This is an optimization exercise on Yosys and OpenROAD, whose aim is small area, a short achievable clock period and few clock cycles, not a production implementation. Function was not checked in any run shown here: the RTL went through the layout flow alone. Power figures rest on the tool's default switching activity, not on a simulated workload.

==> flow/design.v (outline; a module is shown in full before it is edited, if it fits) <==
// module icf_synth: 1629 lines
module icf_synth (
    input  wire        clk,
    input  wire        rst,
    input  wire        cmd_valid,
    output wire        cmd_ready,
    input  wire [1:0]  cmd_op,      
    input  wire [1:0]  cmd_ch,
    input  wire [2:0]  cmd_reg,
    input  wire [31:0] cmd_data,
    output reg         out_valid,
    output reg  [1:0]  out_ch,
    output reg  [15:0] out_val
);
  // ...
==> flow/run.sh <==
#!/bin/bash
# synth_recipe.tcl (not shown) runs the flow's synth.tcl, then flattens the netlist and writes it again
# the make line also repeats each setting of config.mk as NAME=value (left out here)
make -C /OpenROAD-flow-scripts/flow DESIGN_CONFIG=/design/flow/config.mk WORK_HOME=/design/flow/orfs CLKGATE_MAP_FILE= SYNTH_SCRIPT=/design/flow/synth_recipe.tcl finish
==> flow/config.mk <==
export PLATFORM = sky130hd
export DESIGN_NAME = icf_synth
export DESIGN_NICKNAME = icf_synth
export VERILOG_FILES = /design/flow/design.v
export SDC_FILE = /design/flow/constraint.sdc
export NUM_CORES = 4
export LEC_CHECK = 0
export CAP_MARGIN = 20
export CORE_MARGIN = 2
export CORE_UTILIZATION = 65
export SLEW_MARGIN = 20
export SYNTH_MEMORY_MAX_BITS = 16384
==> flow/constraint.sdc <==
create_clock -name core_clock -period 30.0 [get_ports {clk}]
set_input_delay 6.0000 -clock core_clock [delete_from_list [all_inputs] [get_ports {clk}]]
set_output_delay 6.0000 -clock core_clock [all_outputs]
set_load 0.01 [all_outputs]
==> reports/metrics.yaml, run 1 <==
synth_largest_area_cell: "dfxtp_1"
root_buffer: "clkbuf_16"
worstSetupEndpoint: "nrdy_o"
final_common_cell: "dfxtp_1"
ioPinCount: 62
first_global_vias: 30900
hold_buffers: 0
drc: 0
ys_seq_area_frac: 0.408
fp-row-count: 91
place_hpwl_mm: 72.5
cp-startpoint: "cmd_ch[0]"
finalPower_mw: 2.13
switchingPower_mw: 0.467
taps: 837
async_flop_share: 0
whs_ns: 0.316
cp_slowest_cell: "clkdlybuf4s50_1"
start_util: 0.659
powerDensity_nw_per_um2: 47.7
die_x_um: 254
drv_slew: 0
vias_per_cell: 6.09
place_area_sq_um: 42000
outcome: "finished clean"
pg_seq_mw: 1.10
seq_area_frac: 0.373
==> run 2: changes to the inputs <==
--- a/flow/design.v
+++ b/flow/design.v
@@ -624,37 +624,37 @@
     wire       ok_w0  = !hold_n && k_mode;
     wire       ok_w1  = !hold_n && k_inc;
     wire       ok_w2  = !hold_n && k_amp;
     wire       ok_w3  = !hold_n && k_off;
     wire       ok_w4  = !hold_n && k_omx;
     function cmd_ok;
         input [1:0] op;
         input [2:0] rg;
-        input [1:0] d;
+        input [1:0] ch;
         begin
             case (op)
                 OP_TICK, OP_START: cmd_ok = ok_t;
                 OP_WRITE:
                     case (rg)
-                        3'd0: cmd_ok = ok_w0 && d == 2'd0;
-                        3'd1: cmd_ok = ok_w1 && d == 2'd3;
-                        3'd2: cmd_ok = ok_w2 && d == 2'd2;
-                        3'd3: cmd_ok = ok_w3 && d == 2'd1;
-                        3'd4: cmd_ok = ok_w4 && d == 2'd0;
-                        3'd5: cmd_ok = ok_w0 && d == 2'd0;
+                        3'd0: cmd_ok = ok_w0 && ch == h_n;
+                        3'd1: cmd_ok = ok_w1 && ch == t_inc;
+                        3'd2: cmd_ok = ok_w2 && ch == t_amp;
+                        3'd3: cmd_ok = ok_w3 && ch == t_off;
+                        3'd4: cmd_ok = ok_w4 && ch == h_n;
+                        3'd5: cmd_ok = ok_w0 && ch == h_n;
                         default: cmd_ok = 1'b1;
                     endcase
                 default: cmd_ok = 1'b1;
             endcase
         end
     endfunction
     wire c_v   = rdy ? cmd_valid : (cq_v && !iss);
-    wire iss_n = rdy ? (cmd_valid && cmd_ok(cmd_op, cmd_reg, cmd_ch - h_n))
-                     : (cq_v && !iss && cmd_ok(cq_op, cq_reg, cq_ch - h_n));
+    wire iss_n = rdy ? (cmd_valid && cmd_ok(cmd_op, cmd_reg, cmd_ch))
+                     : (cq_v && !iss && cmd_ok(cq_op, cq_reg, cq_ch));
     always @(posedge clk) begin
         h <= rst ? 2'd0 : h + 2'd1;
         md0 <= md1; md1 <= md2; md2 <= md3;
         md3 <= we_mode ? wd[1:0] : md0;
         in0 <= in1; in1 <= in2; in3 <= in0;
         in2 <= we_inc ? wd : in3;
         am0 <= am1; am2 <= am3; am3 <= am0;
         am1 <= we_amp ? wd[15:0] : am2;
==> flow/flow/run.sh (new file) <==
#!/bin/bash
# The standard layout (standard synthesis unchanged), with ORFS's timing repair
# aimed at a slack of 23 ns, that is at paths of at most 7 ns within the 30 ns clock.
# The clock, the constraints and every other step are the standard ones.
set -euo pipefail
bash standard.sh synth > synth.log 2>&1
bash standard.sh finish SETUP_SLACK_MARGIN=23 > layout.log 2>&1
==> flow/standard.sh (new file) <==
#!/bin/bash
# synth_recipe.tcl (not shown) runs the flow's synth.tcl, then flattens the netlist and writes it again
# the make line also repeats each setting of config.mk as NAME=value (left out here)
make -C /OpenROAD-flow-scripts/flow DESIGN_CONFIG=/design/flow/config.mk WORK_HOME=/design/flow/orfs CLKGATE_MAP_FILE= SYNTH_SCRIPT=/design/flow/synth_recipe.tcl "${@:-finish}"
removed: flow/run.sh
==> reports/metrics.yaml, run 2 <==
yosys_warnings: 1  # unchanged
power_leakage_nw: 18.3  # was 17.8 nW
synth-adder-area-share: 0.175  # was 0.178
grt_use_total: 0.348  # was 0.341
synthMuxAreaShare: 0.0195  # was 0.0267
rsz0062_at_grt: "true"  # was false
yosys-top-cells-count: "760 x dfxtp_1, 463 x nand2_1, 329 x a21oi_1, 327 x inv_1, 284 x and2_1"  # was 760 x dfxtp_1, 406 x nand2_1, 323 x inv_1, 304 x nor2_1
detailedPlace.worstSlack_ns: 21.80  # was 21.57 ns
synth_xor_area_frac: 0.0301  # was 0.0312
syn-num-nets: 4895  # was 4761
crit_chain: "buf_6"  # was clkdlybuf4s50_1 > inv_1 > ha_1 > xnor2_1 > xnor2_1 > nor3_1 > a31oi_1 > nor4b_1 > a21oi_1 > o21ai_0 > nand2_1 > o21ai_0 > a31oi_1 > and2_1
overflow: 0  # unchanged
core_area_sq_um: 62900  # was 61800 sq um
cp_slowest_cell: "dfxtp_2"  # was clkdlybuf4s50_1
powerDensity_nw_per_um2: 48.4  # was 47.7 nW/um^2
drc: 0  # unchanged
gp_congestion: 1.04  # was 1.05
yosysMostFrequentCell: "dfxtp_1"  # unchanged
place_hpwl_mm: 76.3  # was 72.5 mm
grt_pass1_wl_mm: 181  # was 171 mm
fin_cells: 5272  # was 5132
dieArea_sq_um: 65400  # was 64700 sq um
cpPeakStageDelay_ns: 0.37  # was 0.48 ns
die_x_um: 256  # was 254 um
finClkSkew_ns: 0.0420  # was 0.0186 ns
fillers: 4815  # was 4693
synth_top_family_by_area: "adder cells"  # unchanged
syn_avg_cell_area_sq_um: 9.29  # was 9.48 sq um
synthSimpleGateAreaFrac: 0.166  # was 0.157
insertion_delay_ns: 0.63  # about the same
tightest_slew_ns: 1.15  # was 1.18 ns
seqCellArea_sq_um: 16600  # about the same
path_clk_slew_ns: 0.07  # was 0.06 ns
crit_family: "flip-flops"  # was simple AND/OR/NAND/NOR gates
ys_seq_elements: 806  # unchanged
fp.dieH_um: 256  # was 254 um
netlist_area_sq_um: 41200  # was 40700 sq um
relSlewSlack: 0.236  # was 0.190
drtPass1Iterations: 9  # was 6
fin_nets: 4826  # was 4703
areaGrowthSynthToFinish_pct: 9.89  # was 9.39%
p_clk_frac: 0.467  # was 0.454
crit_required_ns: 24.00  # was 30.52 ns
cts_htree_levels: 3  # unchanged
root_buffer: "clkbuf_16"  # unchanged
cts_buffers: 80  # was 77
synth_flop_cell: "dfxtp_1"  # unchanged
cp_data_arrival_time_ns: 1.11  # was 8.30 ns
final_cell_mix: "748 x dfxtp_1, 462 x nand2_1, 328 x a21oi_1, 325 x inv_1, 283 x and2_1"  # was 758 x dfxtp_1, 403 x nand2_1, 321 x inv_1, 302 x nor2_1, 279 x and2_1
dp_cells: 5127  # was 4995
drv_cap: 0  # unchanged
vias_per_cell: 6.15  # was 6.09
switchingPower_mw: 0.491  # was 0.467 mW
wire_per_inst_um: 21.5  # was 21.2 um
switching_share: 0.225  # was 0.220
ys_seq_area_frac: 0.403  # was 0.408
ant_nets: 0  # unchanged
power_frac_comb: 0.029  # was 0.028
drtIter0Drc: 3185  # was 3025
period_share: 0.237  # was 0.259
synth_top_area_share: 0.370  # was 0.374
outcome: "finished clean"  # unchanged
clock.fmax_ghz: 0.141  # was 0.129 GHz
final_common_cell: "dfxtp_1"  # unchanged
vias: 32400  # was 31300
synth_edf_count: 46  # unchanged
drv_slew: 0  # unchanged
grt_max_degree: 81  # was 83
start_util: 0.655  # was 0.659
p_int_mw: 1.70  # was 1.66 mW
fp-row-count: 92  # was 91
antenna_found_initial: 2  # was 3
path_max_fanout: 1  # was 4
synth_largest_area_cell: "dfxtp_1"  # unchanged
async_flop_share: 0  # unchanged
synthDistinctLibCells: 86  # was 81
synth_cells: 4432  # was 4296
multi_input_area_sq_um: 22600  # was 22100 sq um
final_hold_viol_count: 0  # unchanged
period_needed_ns: 7.11  # was 7.78 ns
io_buffers: 61  # unchanged
numClockSinks: 806  # unchanged
hold_path_class: "flop to flop"  # unchanged
setup_viol: 0  # unchanged
first_global_vias: 32900  # was 30900
p_seq_frac: 0.505  # was 0.519
setup_slack_ns: 22.89  # was 22.22 ns
ioPinCount: 62  # unchanged
clockBufferDepth: 3  # unchanged
synthTopCellsByArea: "dfxtp_1 37%, fa_1 13%, ha_1 4.9%, and2_1 4.3%, nand2_1 4.2%"  # was dfxtp_1 37%, fa_1 13%, ha_1 5.0%, and2_1 4.3%, nand2_1 3.7%
setup-tns-final_ns: 0  # unchanged
synth_compound_area_frac: 0.152  # was 0.146
vdd_drop_max_uv: 72.3  # was 58.7 uV
worstSetupStartpointType: "flop"  # was input port
cp-end-kind: "primary output"  # was flop
worst-path-buf-inv: 1  # was 2
path_class: "flop to primary output"  # was input port to flop
cts_tree: "done"  # unchanged
layout-drive-gt1-share: 0.0685  # was 0.0547
wl_mm: 113  # was 109 mm
## run 2: cell types whose count changed in the layout (fill, tap and decap cells not counted), sizes merged, moves of 13 or more
cell           change
a2111oi           -14
a21oi             +50
buf               +27
clkdlybuf4s50     -26
mux2i             -32
nand2             +57
nor2              -26
nor3              +16
nor4              +14
o221ai            -13
o22ai             +13
## run 2: power by group through the flow
stage | sequential, mW | combinational (mW) | clock, mW
after floorplan | 1.12 | 0.0397 | 0
final | 1.10 | 0.0625 | 1.02
after detailed placement | 1.13 | 0.0606 | 0
after global placement | 1.13 | 0.0590 | 0
after global routing | 1.10 | 0.0685 | 1.08
after CTS | 1.10 | 0.0618 | 1.03
## run 2: cell type report
type	instances	share of cell area
timing repair buffer	117	0.0216
clock inverter	35	0.00891
sequential	806	0.367
tap	846	0.0234
antenna	1	0.0000553
multi-input combinational	3027	0.499
clock buffer	109	0.0521
inverter	331	0.0275
## run 2: logic make-up after synthesis
kind of cell / after synthesis
adder cells (fa/ha/maj): 421
multiplexers: 67
XOR/XNOR: 140
AO/OA/AOI/OAI: 988
flip-flops: 806
buffers and inverters: 599
AND/OR/NAND/NOR: 1411
## run 2: worst paths after layout
path	slack (ns)	from	depth (start not counted)	endpoint
worst min register to register	0.29	p1[15]	0	p0[15]
worst max register to register	23.85	f2[1]	20	u3[15]
worst max-delay path	22.89	out_valid	1	out_valid
worst min-delay path	0.29	p1[15]	0	p0[15]
## run 2: through the flow
step / instance area (sq um) / power (mW) / hold slack, ns / utilization
final: 45200 / 2.19 / 0.291 / 0.720
after global routing: 45200 / 2.25 / 0.319 / 0.720
after CTS: 45200 / 2.20 / 0.298 / 0.719
after detailed placement: 42500 / 1.19 / 0.312 / 0.676
after global placement: 42500 / 1.19 / 0.309 / 0.676
after floorplan: 41200 / 1.16 / 0.310 / -
## run 2: per-layer routing
| metal | global-route usage | part of all wire | vias up |
|---|---|---|---|
| li1 | - | - | 14900 |
| met5 | 0 | 0.00011 | - |
| met2 | 0.557 | 0.46 | 1486 |
| met4 | 0.142 | 0.039 | 2 |
| met3 | 0.0668 | 0.089 | 320 |
| met1 | 0.468 | 0.41 | 15700 |
## run 2: repair_timing
action | 4_1_cts | 5_1_grt
resized for setup | 111 | 17
setup buffers | 0 | 0
endpoints found under the hold margin | 0 | 0
pin swaps | 8 | 2
hold buffers | 0 | 0
endpoints found under the setup margin | 55 | 55
==> run 3: changes to the inputs <==
--- a/flow/config.mk
+++ b/flow/config.mk
@@ -8,5 +8,6 @@
 export CAP_MARGIN = 20
 export CORE_MARGIN = 2
 export CORE_UTILIZATION = 65
+export CTS_BUF_LIST = sky130_fd_sc_hd__clkbuf_4 sky130_fd_sc_hd__clkbuf_8
 export SLEW_MARGIN = 20
 export SYNTH_MEMORY_MAX_BITS = 16384
==> reports/metrics.yaml, run 3 <==
outcome: "finished clean"  # unchanged
path_max_fanout: 1  # unchanged
rsz0062_at_grt: "true"  # unchanged
vdd_drop_max_uv: 66.7  # was 72.3 uV
insertion_delay_ns: 0.73  # was 0.63 ns
synth_edf_count: 46  # unchanged
crit_family: "flip-flops"  # unchanged
final_hold_viol_count: 0  # unchanged
grt_max_degree: 81  # unchanged
r2r_setup_slack_ns: 23.83  # was 23.85 ns
root_buffer: "clkbuf_8"  # was clkbuf_16
reg2reg_depth: 18  # was 20
grt_use_total: 0.345  # was 0.348
period_needed_ns: 7.19  # was 7.11 ns
synthDistinctLibCells: 86  # unchanged
yosys-top-cells-count: "760 x dfxtp_1, 463 x nand2_1, 329 x a21oi_1, 327 x inv_1, 284 x and2_1"  # unchanged
yosysMostFrequentCell: "dfxtp_1"  # unchanged
overflow: 0  # unchanged
fin_nets: 4862  # was 4826
cts_buffers: 116  # was 80
reg2reg_to: "p3[32]"  # was u3[15]
drtPass1Iterations: 9  # unchanged
tightest_slew_ns: 1.14  # was 1.15 ns
layout-drive-gt1-share: 0.0845  # was 0.0685
cts_tree: "done"  # unchanged
synth_top_area_share: 0.370  # unchanged
period_share: 0.240  # was 0.237
io_buffers: 61  # unchanged
synth_cells: 4432  # unchanged
numClockSinks: 806  # unchanged
dp_cells: 5127  # unchanged
whs_ns: 0.285  # was 0.291 ns
clock.fmax_ghz: 0.139  # was 0.141 GHz
place_hpwl_mm: 76.3  # unchanged
path_class: "flop to primary output"  # unchanged
worst-path-buf-inv: 1  # unchanged
p_seq_frac: 0.523  # was 0.505
wl_mm: 112  # was 113 mm
wire_per_inst_um: 21.0  # was 21.5 um
fin_cells: 5344  # was 5272
synth_flop_cell: "dfxtp_1"  # unchanged
synth_largest_area_cell: "dfxtp_1"  # unchanged
power_leakage_nw: 18.3  # about the same
ys_seq_elements: 806  # unchanged
crit_chain: "buf_6"  # unchanged
postCtsSetupBuffers: 0  # unchanged
drc: 0  # unchanged
drv_cap: 0  # unchanged
ioPinCount: 62  # unchanged
cpPeakStageDelay_ns: 0.36  # was 0.37 ns
core_area_sq_um: 62900  # unchanged
hold_path_class: "flop to flop"  # unchanged
syn_avg_cell_area_sq_um: 9.29  # unchanged
dieArea_sq_um: 65400  # unchanged
path_depth: 1  # unchanged
netlist_area_sq_um: 41200  # unchanged
vias: 32500  # was 32400
async_flop_share: 0  # unchanged
ant_nets: 0  # unchanged
crit_required_ns: 24.00  # about the same
r2r-start: "mk[0]"  # was f2[1]
areaGrowthSynthToFinish_pct: 9.53  # was 9.89%
path_clk_slew_ns: 0.07  # about the same
gp_congestion: 1.04  # unchanged
switching_share: 0.223  # was 0.225
hp-start: "in2[22]"  # was p1[15]
vias_per_cell: 6.08  # was 6.15
syn-num-nets: 4895  # unchanged
antenna_found_initial: 2  # unchanged
fillers: 4878  # was 4815
switchingPower_mw: 0.471  # was 0.491 mW
final_cell_mix: "749 x dfxtp_1, 462 x nand2_1, 328 x a21oi_1, 325 x inv_1, 283 x and2_1"  # was 748 x dfxtp_1, 462 x nand2_1, 328 x a21oi_1, 325 x inv_1, 283 x and2_1
yosys_warnings: 1  # unchanged
synthTopCellsByArea: "dfxtp_1 37%, fa_1 13%, ha_1 4.9%, and2_1 4.3%, nand2_1 4.2%"  # unchanged
clockBufferDepth: 3  # unchanged
die_x_um: 256  # unchanged
setup_viol: 0  # unchanged
p_int_mw: 1.64  # was 1.70 mW
power_frac_comb: 0.029  # about the same
fp-row-count: 92  # unchanged
multi_input_area_sq_um: 22600  # about the same
final_common_cell: "dfxtp_1"  # unchanged
seqCellArea_sq_um: 16600  # about the same
fin_area_sq_um: 45100  # was 45200 sq um
powerDensity_nw_per_um2: 46.8  # was 48.4 nW/um^2
grt_pass1_wl_mm: 180  # was 181 mm
setup-tns-final_ns: 0  # unchanged
place_area_sq_um: 42500  # unchanged
holdPathEnd: "in1[22]"  # was p0[15]
drv_slew: 0  # unchanged
start_util: 0.655  # unchanged
cp-end-kind: "primary output"  # unchanged
drtIter0Drc: 3162  # was 3185
ys_seq_area_frac: 0.403  # unchanged
finClkSkew_ns: 0.0633  # was 0.0420 ns
cts_htree_levels: 3  # unchanged
p_clk_frac: 0.447  # was 0.467
fp.dieH_um: 256  # unchanged
finalPower_mw: 2.11  # was 2.19 mW
relSlewSlack: 0.242  # was 0.236
first_global_vias: 32900  # about the same
cp_data_arrival_time_ns: 1.19  # was 1.11 ns
worstSetupStartpointType: "flop"  # unchanged
cp_slowest_cell: "dfxtp_4"  # was dfxtp_2
hold_depth: 0  # unchanged
==> run 3: worst max path at each step <==
stage                endpoint  slack (ns)       from
floorplan              nrdy_o       22.73  cmd_ch[1]
global placement        e[28]       21.83        rst
detailed placement      e[25]       21.80        rst
CTS                 out_valid       22.76  out_valid
global route        out_valid       22.76  out_valid
finish              out_valid       22.81  out_valid
==> run 3: layout make-up <==
| type | instances | share of cell area |
|---|---|---|
| Antenna cell | 2 | 0.000111 |
| Multi-Input combinational cell | 3027 | 0.501 |
| Timing Repair Buffer | 117 | 0.0216 |
| Inverter | 331 | 0.0276 |
| Clock inverter | 32 | 0.00857 |
| Sequential cell | 806 | 0.368 |
| Clock buffer | 183 | 0.0495 |
| Tap cell | 846 | 0.0235 |
==> run 3: metal layers <==
| layer | track usage | vias up | routed length, um |
|---|---|---|---|
| met3 | 0.0699 | 316 | 9810 |
| li1 | - | 15000 | - |
| met5 | 0 | - | 0 |
| met2 | 0.548 | 1494 | 51000 |
| met1 | 0.467 | 15700 | 47100 |
| met4 | 0.135 | 0 | 4310 |
==> run 3: power groups by stage <==
stage / Sequential [mW] / Combinational, mW / Clock (mW)
2_1_floorplan: 1.12 / 0.0397 / 0
3_3_place_gp: 1.13 / 0.0590 / 0
3_5_place_dp: 1.13 / 0.0606 / 0
4_1_cts: 1.10 / 0.0611 / 0.958
5_1_grt: 1.10 / 0.0678 / 1.01
6_report: 1.10 / 0.0618 / 0.944
==> run 3: timing repair <==
action,in CTS,in global routing
pin swaps,1,2
gates resized for setup,97,22
hold buffers,0,0
setup endpoints to repair,55,23
==> run 3: logic make-up after synthesis <==
group           count (synthesis)  synth area share
compound gates                988             0.152
xor+xnor                      140            0.0301
fa+ha+maj                     421             0.175
buf+inv                       599            0.0546
flops                         806             0.403
mux                            67            0.0195
simple gates                 1411             0.166
==> run 3: through the flow <==
step	util	setup WS (ns)
after floorplan	-	22.73
after global placement	0.676	21.83
after detailed placement	0.676	21.80
after CTS	0.716	22.76
after global routing	0.717	22.76
final	0.717	22.81
==> run 4: changes to the inputs <==
==> flow/flow/run.sh (replaced) <==
#!/bin/bash
# The standard layout (standard synthesis unchanged), with ORFS's timing repair
# aimed at a slack of 23 ns, that is at paths of at most 7 ns within the 30 ns clock,
# and clock tree synthesis without dummy loads. The clock, the constraints and every
# other step are the standard ones.
set -euo pipefail
bash standard.sh synth > synth.log 2>&1
bash standard.sh finish SETUP_SLACK_MARGIN=23 \
  "CTS_ARGS=-sink_clustering_enable -repair_clock_nets -dont_use_dummy_load -buf_list {sky130_fd_sc_hd__clkbuf_4 sky130_fd_sc_hd__clkbuf_8}" \
  > layout.log 2>&1
==> reports/metrics.yaml, run 4 <==
p_clk_frac: 0.373  # was 0.447
power_leakage_nw: 17.8  # was 18.3 nW
setup_slack_ns: 22.84  # was 22.81 ns
vias_per_cell: 6.15  # was 6.08
dp_cells: 5127  # unchanged
drtPass1Iterations: 8  # was 9
antenna_found_initial: 2  # unchanged
whs_ns: 0.253  # was 0.285 ns
crit_family: "flip-flops"  # unchanged
die_x_um: 256  # unchanged
synth-adder-area-share: 0.175  # unchanged
path_class: "flop to primary output"  # unchanged
hold_buffers: 0  # unchanged
drtIter0Drc: 3049  # was 3162
synth_top_family_by_area: "adder cells"  # unchanged
overflow: 0  # unchanged
setup_viol: 0  # unchanged
grt_use_total: 0.342  # was 0.345
finClkSkew_ns: 0.105  # was 0.0633 ns
grt_max_degree: 81  # unchanged
p_int_mw: 1.45  # was 1.64 mW
synthMuxAreaShare: 0.0195  # unchanged
yosys_warnings: 1  # unchanged
cts_buffers: 116  # unchanged
layout-drive-gt1-share: 0.0641  # was 0.0845
fin_area_sq_um: 44100  # was 45100 sq um
cts_tree: "done"  # unchanged
hold_path_class: "flop to flop"  # unchanged
gp_congestion: 1.04  # unchanged
synth_largest_area_cell: "dfxtp_1"  # unchanged
synth_cells: 4432  # unchanged
syn_avg_cell_area_sq_um: 9.29  # unchanged
first_global_vias: 32600  # was 32900
rsz0062_at_grt: "true"  # unchanged
powerDensity_nw_per_um2: 42.2  # was 46.8 nW/um^2
synthTopCellsByArea: "dfxtp_1 37%, fa_1 13%, ha_1 4.9%, and2_1 4.3%, nand2_1 4.2%"  # unchanged
cp_slowest_cell: "dfxtp_4"  # unchanged
crit_chain: "buf_6"  # unchanged
worstSetupStartpointType: "flop"  # unchanged
fp.dieH_um: 256  # unchanged
drv_slew: 0  # unchanged
final_common_cell: "dfxtp_1"  # unchanged
syn-num-nets: 4895  # unchanged
ys_seq_area_frac: 0.403  # unchanged
io_buffers: 61  # unchanged
fillers: 5022  # was 4878
tightest_slew_ns: 1.16  # was 1.14 ns
final_cell_mix: "749 x dfxtp_1, 462 x nand2_1, 328 x a21oi_1, 325 x inv_1, 283 x and2_1"  # unchanged
root_buffer: "clkbuf_8"  # unchanged
crit_required_ns: 24.00  # about the same
wl_mm: 111  # was 112 mm
clockBufferDepth: 3  # unchanged
period_share: 0.239  # was 0.240
ys_seq_elements: 806  # unchanged
detailedPlace.worstSlack_ns: 21.80  # unchanged
yosys-top-cells-count: "760 x dfxtp_1, 463 x nand2_1, 329 x a21oi_1, 327 x inv_1, 284 x and2_1"  # unchanged
synth_edf_count: 46  # unchanged
cp-end-kind: "primary output"  # unchanged
switching_share: 0.221  # was 0.223
place_area_sq_um: 42500  # unchanged
fin_nets: 4862  # unchanged
setup-tns-final_ns: 0  # unchanged
power_frac_comb: 0.033  # was 0.029
p_seq_frac: 0.594  # was 0.523
vdd_drop_max_uv: 67.4  # was 66.7 uV
final_hold_viol_count: 0  # unchanged
relSlewSlack: 0.228  # was 0.242
wire_per_inst_um: 21.2  # was 21.0 um
ant_nets: 0  # unchanged
cts_htree_levels: 3  # unchanged
fp-row-count: 92  # unchanged
drc: 0  # unchanged
period_needed_ns: 7.16  # was 7.19 ns
synth_xor_area_frac: 0.0301  # unchanged
insertion_delay_ns: 0.71  # was 0.73 ns
cpPeakStageDelay_ns: 0.36  # about the same
finalCoreUtilization: 0.701  # was 0.717
drv_cap: 0  # unchanged
synth_compound_area_frac: 0.152  # unchanged
fin_cells: 5245  # was 5344
start_util: 0.655  # unchanged
finalPower_mw: 1.86  # was 2.11 mW
async_flop_share: 0  # unchanged
cp_data_arrival_time_ns: 1.16  # was 1.19 ns
synth_top_area_share: 0.370  # unchanged
dieArea_sq_um: 65400  # unchanged
outcome: "finished clean"  # unchanged
synthDistinctLibCells: 86  # unchanged
clock.fmax_ghz: 0.140  # was 0.139 GHz
place_hpwl_mm: 76.3  # unchanged
ioPinCount: 62  # unchanged
vias: 32300  # was 32500
netlist_area_sq_um: 41200  # unchanged
yosysMostFrequentCell: "dfxtp_1"  # unchanged
areaGrowthSynthToFinish_pct: 7.08  # was 9.53%
numClockSinks: 806  # unchanged
synth_flop_cell: "dfxtp_1"  # unchanged
synthSimpleGateAreaFrac: 0.166  # unchanged
path_clk_slew_ns: 0.06  # was 0.07 ns
worst-path-buf-inv: 1  # unchanged
core_area_sq_um: 62900  # unchanged
path_max_fanout: 1  # unchanged
switchingPower_mw: 0.411  # was 0.471 mW
grt_pass1_wl_mm: 178  # was 180 mm
## run 4: cell counts after synthesis
No cell type changed its count.
## run 4: what timing repair did
item	CTS	global route
setup endpoints to repair	55	27
pin swaps	3	2
gates resized for setup	97	24
setup buffers	0	0
## run 4: worst register-to-register path, delay by kind of cell, from the launching register on
kind	cells	cell delay [ns]
compound gates	7	1.84
mux	3	1.21
fa+ha+maj	1	0.34
buf+inv	1	0.28
simple gates	5	1.23
flops	1	0.71
xor+xnor	1	0.45
## run 4: layer usage
layer / vias up / GRT usage / wire length (um)
met5: - / 0 / 0
met2: 1545 / 0.540 / 50500
met3: 289 / 0.0704 / 10300
met4: 0 / 0.136 / 4080
li1: 14900 / - / -
met1: 15600 / 0.465 / 46400
## run 4: power by group through the flow
stage / sequential, mW / combinational [mW] / clock, mW
2_1_floorplan: 1.12 / 0.0397 / 0
3_3_place_gp: 1.13 / 0.0590 / 0
3_5_place_dp: 1.13 / 0.0606 / 0
4_1_cts: 1.10 / 0.0607 / 0.707
5_1_grt: 1.10 / 0.0679 / 0.753
6_report: 1.10 / 0.0615 / 0.694
## run 4: layout make-up
class	instances	area, sq um	share of cell area
Multi-Input combinational cell	3027	22600	0.512
Sequential cell	806	16600	0.377
Clock buffer	116	1600	0.0362
Inverter	331	1240	0.0282
Tap cell	846	1060	0.0240
Timing Repair Buffer	117	977	0.0222
Antenna cell	2	5.00	0.000114
## run 4: logic make-up (layout without fill, tap and decap cells)
logic type,Yosys count,after routing
buffers and inverters,599,564
XOR/XNOR,140,140
multiplexers,67,67
AND/OR/NAND/NOR,1411,1411
other,0,2
flip-flops,806,806
AO/OA/AOI/OAI,988,988
adder cells (fa/ha/maj),421,421
## run 4: final timing paths
| kind | startpoint | end | slack, ns | cells past startpoint |
|---|---|---|---|---|
| max | out_valid | out_valid | 22.84 | 1 |
| min | in2[22] | in1[22] | 0.25 | 0 |
| max reg2reg | mk[0] | p3[32] | 23.81 | 18 |
| min reg2reg | in2[22] | in1[22] | 0.25 | 0 |
==> run 5: changes to the inputs <==
--- a/flow/config.mk
+++ b/flow/config.mk
@@ -5,6 +5,7 @@
 export SDC_FILE = /design/flow/constraint.sdc
 export NUM_CORES = 4
 export LEC_CHECK = 0
+export ABC_AREA = 1
 export CAP_MARGIN = 20
 export CORE_MARGIN = 2
 export CORE_UTILIZATION = 65
==> reports/metrics.yaml, run 5 <==
place_area_sq_um: 41900  # was 42500 sq um
grt_max_degree: 66  # was 81
cpPeakStageDelay_ns: 0.33  # was 0.36 ns
reg2reg_depth: 28  # was 18
use_met3: 0.0776  # was 0.0704
vdd_drop_max_uv: 52.4  # was 67.4 uV
syn-num-nets: 5297  # was 4895
die_x_um: 254  # was 256 um
drc: 0  # unchanged
synthTopCellsByArea: "dfxtp_1 37%, fa_1 13%, nand2_1 8.4%, inv_1 8.0%, ha_1 5.0%"  # was dfxtp_1 37%, fa_1 13%, ha_1 4.9%, and2_1 4.3%, nand2_1 4.2%
synth_largest_area_cell: "dfxtp_1"  # unchanged
yosys_warnings: 1  # unchanged
drtIter0Drc: 3599  # was 3049
grt_pass1_wl_mm: 187  # was 178 mm
fp-row-count: 91  # was 92
overflow: 0  # unchanged
crit_family: "flip-flops"  # unchanged
setup_viol: 0  # unchanged
finalCoreUtilization: 0.704  # was 0.701
setup_slack_ns: 22.78  # was 22.84 ns
core_area_sq_um: 61700  # was 62900 sq um
wl_mm: 121  # was 111 mm
fin_area_sq_um: 43500  # was 44100 sq um
path_max_fanout: 1  # unchanged
path_class: "flop to primary output"  # unchanged
crit_required_ns: 24.00  # about the same
synth_top_area_share: 0.375  # was 0.370
cts_buffers: 115  # was 116
detailedPlace.worstSlack_ns: 21.57  # was 21.80 ns
relSlewSlack: 0.208  # was 0.228
io_buffers: 61  # unchanged
yosysMostFrequentCell: "nand2_1"  # was dfxtp_1
path_depth: 1  # unchanged
place_hpwl_mm: 86.3  # was 76.3 mm
ioPinCount: 62  # unchanged
root_buffer: "clkbuf_8"  # unchanged
final_common_cell: "nand2_1"  # was dfxtp_1
outcome: "finished clean"  # unchanged
path_clk_slew_ns: 0.06  # about the same
cp_data_arrival_time_ns: 1.22  # was 1.16 ns
first_global_vias: 34000  # was 32600
final_cell_mix: "907 x nand2_1, 867 x inv_1, 754 x dfxtp_1, 315 x o21ai_0, 290 x a21oi_1"  # was 749 x dfxtp_1, 462 x nand2_1, 328 x a21oi_1, 325 x inv_1, 283 x and2_1
synth_edf_count: 46  # unchanged
fin_cells: 5689  # was 5245
syn_avg_cell_area_sq_um: 8.40  # was 9.29 sq um
insertion_delay_ns: 0.77  # was 0.71 ns
cp-end-kind: "primary output"  # unchanged
numClockSinks: 806  # unchanged
hold_path_class: "flop to flop"  # unchanged
r2r-start: "mk[0]"  # unchanged
busiest_layer: "met2"  # unchanged
period_share: 0.241  # was 0.239
synthDistinctLibCells: 75  # was 86
power_leakage_nw: 20.6  # was 17.8 nW
gp_congestion: 1.01  # was 1.04
powerDensity_nw_per_um2: 58.7  # was 42.2 nW/um^2
finClkSkew_ns: 0.172  # was 0.105 ns
drv_slew: 0  # unchanged
grt_use_total: 0.378  # was 0.342
antenna_found_initial: 4  # was 2
yosys-top-cells-count: "909 x nand2_1, 870 x inv_1, 760 x dfxtp_1, 315 x o21ai_0, 292 x a21oi_1"  # was 760 x dfxtp_1, 463 x nand2_1, 329 x a21oi_1, 327 x inv_1, 284 x and2_1
cts_htree_levels: 3  # unchanged
dp_cells: 5566  # was 5127
vias_per_cell: 5.87  # was 6.15
synth_flop_cell: "dfxtp_1"  # unchanged
hold_depth: 0  # unchanged
synth_cells: 4834  # was 4432
worst-path-buf-inv: 1  # unchanged
hp-start: "of2[12]"  # was in2[22]
clock.fmax_ghz: 0.139  # was 0.140 GHz
ys_seq_elements: 806  # unchanged
fillers: 4725  # was 5022
grt_use_met2: 0.587  # was 0.540
setup-tns-final_ns: 0  # unchanged
ant_nets: 0  # unchanged
tightest_slew_ns: 1.16  # about the same
vias: 33400  # was 32300
use_met1: 0.499  # was 0.465
cp_slowest_cell: "dfxtp_2"  # was dfxtp_4
async_flop_share: 0  # unchanged
drv_cap: 0  # unchanged
cp-startpoint: "out_val[13]"  # was out_valid
worstSetupStartpointType: "flop"  # unchanged
drtPass1Iterations: 7  # was 8
wire_per_inst_um: 21.3  # was 21.2 um
dieArea_sq_um: 64500  # was 65400 sq um
clockBufferDepth: 3  # unchanged
period_needed_ns: 7.22  # was 7.16 ns
cts_tree: "done"  # unchanged
ys_seq_area_frac: 0.409  # was 0.403
areaGrowthSynthToFinish_pct: 7.05  # was 7.08%
netlist_area_sq_um: 40600  # was 41200 sq um
hold_buffers: 0  # unchanged
crit_chain: "buf_6"  # unchanged
start_util: 0.658  # was 0.655
fp.dieH_um: 254  # was 256 um
layout-drive-gt1-share: 0.0683  # was 0.0641
rsz0062_at_grt: "true"  # unchanged
fin_nets: 5314  # was 4862
final_hold_viol_count: 0  # unchanged
run 5: cell count changes in the layout (fill, tap and decap cells not counted), sizes merged, moves of 26 or more:
cell,change
a211oi,-48
a21o,-36
a31oi,-33
and2,-282
inv,+552
mux2i,-53
nand2,+472
nand2b,-26
nand3,+70
nor3,-53
o21ai,+121
xnor2,-32
run 5: final timing paths:
check | to | slack [ns]
min | of1[12] | 0.20
max reg2reg | t1[5] | 23.71
min reg2reg | of1[12] | 0.20
max | out_val[13] | 22.78
run 5: per-stage QoR:
| step | hold WS [ns] | power (mW) |
|---|---|---|
| 5_1_grt | 0.203 | 2.67 |
| 4_1_cts | 0.182 | 2.54 |
| 6_report | 0.202 | 2.55 |
| 3_5_place_dp | 0.312 | 1.86 |
| 3_3_place_gp | 0.310 | 1.84 |
| 2_1_floorplan | 0.310 | 1.64 |
run 5: power by group:
group	internal, mW	switching [mW]
Clock	0.336	0.359
Combinational	0.196	0.407
Sequential	1.16	0.0926
Total	1.69	0.859
run 5: area by class of cell:
class                   instances  area, sq um  area share
diodes                          3         7.51    0.000173
well taps                     837         1050      0.0241
repair inverters                1         7.51    0.000173
multi-input cells            2915        19900       0.457
flip-flops and latches        806        16600       0.382
clock buffers                 115         1580      0.0364
inverters                     895         3360      0.0774
repair buffers                117          967      0.0223
run 5: routing by layer:
metal,share of wire,up-vias,wire (um)
li1,-,15200,-
met1,0.40,15800,48900
met2,0.44,1917,53700
met3,0.10,446,12000
met4,0.052,2,6240
met5,0.00012,-,14
run 5: cells by family (layout without fill, tap and decap cells):
group / Yosys count / in the layout / share of synthesized area
AO/OA/AOI/OAI: 875 / 875 / 0.127
XOR/XNOR: 115 / 115 / 0.0256
adder cells (fa/ha/maj): 421 / 421 / 0.178
buffers and inverters: 1113 / 1128 / 0.104
flip-flops: 806 / 806 / 0.409
other: 0 / 3 / 0
AND/OR/NAND/NOR: 1504 / 1504 / 0.157
run 5: repair_timing:
| item | in CTS | in global routing |
|---|---|---|
| setup buffers | 1 | 3 |
| resized for setup | 98 | 11 |
| endpoints found under the setup margin | 48 | 57 |
| cloned | 1 | 0 |
| pin swaps | 1 | 1 |

==> what the ideal ports hide <==
How much do the figures lean on ideal ports? The routed layouts below were timed once more, with nothing changed but the port constraints. Step 1, drivers: a clkbuf_16 drives clk and a buf_2 each remaining input, both assumed. Step 2, shift: input delay + t, output delay - t, t = (earliest + latest rising clock arrival at the registers) / 2. This alone moves slack from input paths to output paths. Three values: ideal ports, drivers, drivers and shift; two values: the first two.
| run | shift t [ns] | setup slack, ns | worst setup path after step 2 | worst data-port slew with drivers (ns) | cell pins on the clock port's net |
|---|---|---|---|---|---|
| run 1 | 0.682 | 22.219 / 22.255 / 21.573 | input to register | 0.05 | 1 |
| run 2 | 0.675 | 22.888 / 22.824 / 22.321 | input to register | 0.09 | 1 |
| run 3 | 0.766 | 22.806 / 22.742 / 22.313 | input to register | 0.09 | 1 |
| run 4 | 0.732 | 22.838 / 22.775 / 22.283 | input to register | 0.09 | 1 |
| run 5 | 0.744 | 22.782 / 22.724 / 22.401 | input to register | 0.04 | 1 |
After both steps every run listed still meets setup and hold. The setup slack of run 1, which loses most, moves by +0.036 ns with the drivers and by -0.646 ns with both steps.
